What follows belongs to an exercise in optimizing a design on an open flow for small area, a short achievable clock period and few clock cycles; a production flow would make more cautious choices. RTL that was checked went through simulation tests only; none was proved equivalent to the original. No activity file was given, so power comes from the tool's default toggle rates.

## boo_encoder
module boo_encoder (
  input  wire       clk,
  input  wire       rst,         
  input  wire       in_valid,
  output wire       in_ready,
  input  wire [7:0] in_data,
  input  wire       in_eof,
  input  wire       in_err,
  output wire       out_valid,
  input  wire       out_ready,
  output wire [7:0] out_data,
  input  wire       out_err,
  output wire [2:0] seq,
  output wire [1:0] err
);
Size in the first run: roughly 390 cells after synthesis, about 64 flip-flops, ~30 I/O pins.
export LEC_CHECK = 0
export CAP_MARGIN = 20
export CORE_MARGIN = 2
export CORE_UTILIZATION = 40
export SETUP_SLACK_MARGIN = 3.0
export SLEW_MARGIN = 20
create_clock -name core_clock -period 5.0 [get_ports {clk}]
standard.sh (not shown) runs the stock make flow with config.mk's settings and CLKGATE_MAP_FILE= SYNTH_SCRIPT=/design/flow/synth_recipe.tcl, a recipe that flattens the netlist after the stock synthesis.
==> flow/flow/run.sh <==
#!/bin/bash
# The standard layout, with plain buffers (not delay cells) on the ports.
set -euo pipefail
bash standard.sh 'BUFFER_PORTS_ARGS=-buffer_cell sky130_fd_sc_hd__buf_2' finish > standard_flow.log 2>&1
Edit:
==> flow/flow/run.sh (replaced) <==
#!/bin/bash
# The standard layout, with plain buffers (not delay cells) on the ports and
# a clock tree of larger sink clusters without dummy balancing loads.
set -euo pipefail
bash standard.sh 'BUFFER_PORTS_ARGS=-buffer_cell sky130_fd_sc_hd__buf_2' \
  'CTS_ARGS=-sink_clustering_enable -repair_clock_nets -dont_use_dummy_load -sink_clustering_size 30 -sink_clustering_max_diameter 200' \
  finish > standard_flow.log 2>&1
CORE_UTILIZATION = 60   (was 40)
SETUP_SLACK_MARGIN = 2.8   (was 3.0)
Non-clock buffer count is lower by 21.
Critical path depth does not change.
Synthesized area is unchanged.
Via count is lower by 3.3%.
Edit:
==> flow/flow/run.sh (replaced) <==
#!/bin/bash
# The standard layout, with plain buffers (not delay cells) on the ports.
set -euo pipefail
bash standard.sh 'BUFFER_PORTS_ARGS=-buffer_cell sky130_fd_sc_hd__buf_2' finish > standard_flow.log 2>&1
CORE_UTILIZATION = 40   (was 60)
Effect:
- maximum frequency increases by 2.3%
- critical path depth stays the same
- final area grows by 3.7%
- setup slack improved by 0.049 ns
- clock power increases by 50%
- clock-buffer cell count is unchanged
- sequential cell count stays the same
- final cell count came out higher by 8.2%
- clock skew decreases by 0.0077 ns
No functional check of the RTL was part of any run of this note.


boo_encoder, a different RTL version from the one above (not shown whole).
Size in the first run: about 370 cells after synthesis, about 30 I/O pins, roughly 0.0035 sq mm of cells after synthesis.
Settings: LEC_CHECK=0, CAP_MARGIN=20, CORE_MARGIN=2, CORE_UTILIZATION=60, SETUP_SLACK_MARGIN=2.8, SLEW_MARGIN=20; clock period 5.0 ns.
==> flow/flow/run.sh <==
#!/bin/bash
# The standard layout, with plain buffers (not delay cells) on the ports and
# a clock tree of a few strong buffers without dummy balancing loads.
set -euo pipefail
bash standard.sh 'BUFFER_PORTS_ARGS=-buffer_cell sky130_fd_sc_hd__buf_2' \
  'CTS_ARGS=-sink_clustering_enable -repair_clock_nets -dont_use_dummy_load -buf_list sky130_fd_sc_hd__clkbuf_16 -root_buf sky130_fd_sc_hd__clkbuf_16 -sink_clustering_size 30 -sink_clustering_max_diameter 300' \
  finish > standard_flow.log 2>&1
Testbench counts at the start, summed over its fixed seeds: cycles 37,727.
Then changed:
==> flow/flow/run.sh (replaced) <==
#!/bin/bash
# The standard layout, with plain buffers (not delay cells) on the ports and
# a clock tree of larger sink clusters without dummy balancing loads.
set -euo pipefail
bash standard.sh 'BUFFER_PORTS_ARGS=-buffer_cell sky130_fd_sc_hd__buf_2' \
  'CTS_ARGS=-sink_clustering_enable -repair_clock_nets -dont_use_dummy_load -sink_clustering_size 30 -sink_clustering_max_diameter 200' \
  finish > standard_flow.log 2>&1
--- a/flow/config.mk
+++ b/flow/config.mk
@@ -10,3 +10,3 @@
 export CORE_UTILIZATION = 60
-export SETUP_SLACK_MARGIN = 2.8
+export SETUP_SLACK_MARGIN = 2.75
 export SLEW_MARGIN = 20
Total power decreases by about 16%.
Count of clock-buffer cells in the layout does not change.
Synthesized area does not change.
Combinational power drops by 6.1%.
Routed wire length shrinks by 4.5%.
Then changed:
--- a/flow/config.mk
+++ b/flow/config.mk
@@ -10,3 +10,3 @@
 export CORE_UTILIZATION = 60
-export SETUP_SLACK_MARGIN = 2.75
+export SETUP_SLACK_MARGIN = 2.85
 export SLEW_MARGIN = 20
Result: Worst setup slack is better by 6.0 ps. Wire length went up by 5.1%. Sequential power barely changes.
Then changed:
==> flow/flow/run.sh (replaced) <==
#!/bin/bash
# The standard layout, with plain buffers (not delay cells) on the ports, a
# clock tree without dummy balancing loads, and non-critical gates sized
# back down after timing repair.
set -euo pipefail
bash standard.sh 'BUFFER_PORTS_ARGS=-buffer_cell sky130_fd_sc_hd__buf_2' \
  'CTS_ARGS=-sink_clustering_enable -repair_clock_nets -dont_use_dummy_load' \
  'RECOVER_POWER=100' \
  finish > standard_flow.log 2>&1
--- a/flow/config.mk
+++ b/flow/config.mk
@@ -10,3 +10,3 @@
 export CORE_UTILIZATION = 60
-export SETUP_SLACK_MARGIN = 2.85
+export SETUP_SLACK_MARGIN = 2.8
 export SLEW_MARGIN = 20
Result:
- global-route usage is lower by 0.40 points
- synthesized cell count does not change
- non-clock buffer count drops by 6
- via count falls by 0.56%
- area after synthesis is unchanged
- die area stays the same
- register-to-register slack loses 630 ps
- setup slack got worse by 920 ps
- utilization shrinks by 4.0 points
Then changed:
==> flow/flow/run.sh (replaced) <==
#!/bin/bash
# The standard layout, with plain buffers (not delay cells) on the ports and
# a clock tree of larger sink clusters without dummy balancing loads.
set -euo pipefail
bash standard.sh 'BUFFER_PORTS_ARGS=-buffer_cell sky130_fd_sc_hd__buf_2' \
  'CTS_ARGS=-sink_clustering_enable -repair_clock_nets -dont_use_dummy_load -sink_clustering_size 60 -sink_clustering_max_diameter 200' \
  finish > standard_flow.log 2>&1
Effect: The new run completed without violations; combinational power rose by 9.3%; power rose by 0.36%; sequential power hardly moves; clock power fell by about 1%.
Then changed:
==> flow/flow/run.sh (replaced) <==
#!/bin/bash
# The standard layout, with plain buffers (not delay cells) on the ports.
set -euo pipefail
bash standard.sh 'BUFFER_PORTS_ARGS=-buffer_cell sky130_fd_sc_hd__buf_2' finish > standard_flow.log 2>&1
--- a/flow/config.mk
+++ b/flow/config.mk
@@ -9,3 +9,3 @@
 export CORE_MARGIN = 2
-export CORE_UTILIZATION = 60
+export CORE_UTILIZATION = 40
 export SETUP_SLACK_MARGIN = 2.8
=>
- The changed run completed without violations
- via count stays flat
- core utilization came out lower by 23 points
- combinational power goes up by about 1%
- worst setup slack loses 8.7 ps
- routed wire length rises by 5.4%
- global-route usage came out lower by 9.6 points
- final area increases by 3.4%
- cell count rises by 8.8%
- first-iteration DRC count climbs by 13%
- synthesized cell count does not change

## port drivers added, routing unchanged
The results above use ideal ports. As a check the final layouts listed here were re-extracted and re-timed, cells and wires unchanged. Step 1, drivers: a clkbuf_16 drives clk and a buf_2 each remaining input, both assumed. Step 2, shift: input delay + t, output delay - t, t = (earliest + latest rising clock arrival at the registers) / 2. This alone moves slack from input paths to output paths. a / b / c = ideal ports / drivers / drivers and shift; a / b = the first two.
| run | t, ns | setup slack, ns | latest minus earliest clock arrival (ns) | worst slew at a driven data input, ns |
|---|---|---|---|---|
| the first run of note 1 | 0.366 | 2.871 / 2.871 / 2.603 | 0.012 / 0.011 | 0.04 |
| the second run of note 1 | 0.357 | 2.822 / 2.822 / 2.512 | 0.020 / 0.020 | 0.03 |
| the third run of note 1 | 0.374 | 2.872 / 2.872 / 2.517 | 0.013 / 0.012 | 0.03 |
| the first run of note 2 | 0.355 | 2.846 / 2.813 / 2.519 | 0.017 / 0.017 | 0.03 |
| the second run of note 2 | 0.361 | 2.820 / 2.791 / 2.528 | 0.022 / 0.022 | 0.03 |
| the third run of note 2 | 0.361 | 2.826 / 2.793 / 2.573 | 0.021 / 0.021 | 0.04 |
| the fourth run of note 2 | 0.362 | 1.909 / 1.917 / 1.555 | 0.022 / 0.023 | 0.03 |
| the fifth run of note 2 | 0.360 | 2.829 / 2.801 / 2.532 | 0.023 / 0.024 | 0.03 |
| the sixth run of note 2 | 0.378 | 2.821 / 2.791 / 2.529 | 0.011 / 0.011 | 0.03 |
After both steps setup and hold are still met in every run listed. The setup slack of the third run of note 1, which loses most, moves by 0.000 ns with the drivers and by -0.355 ns with both steps.
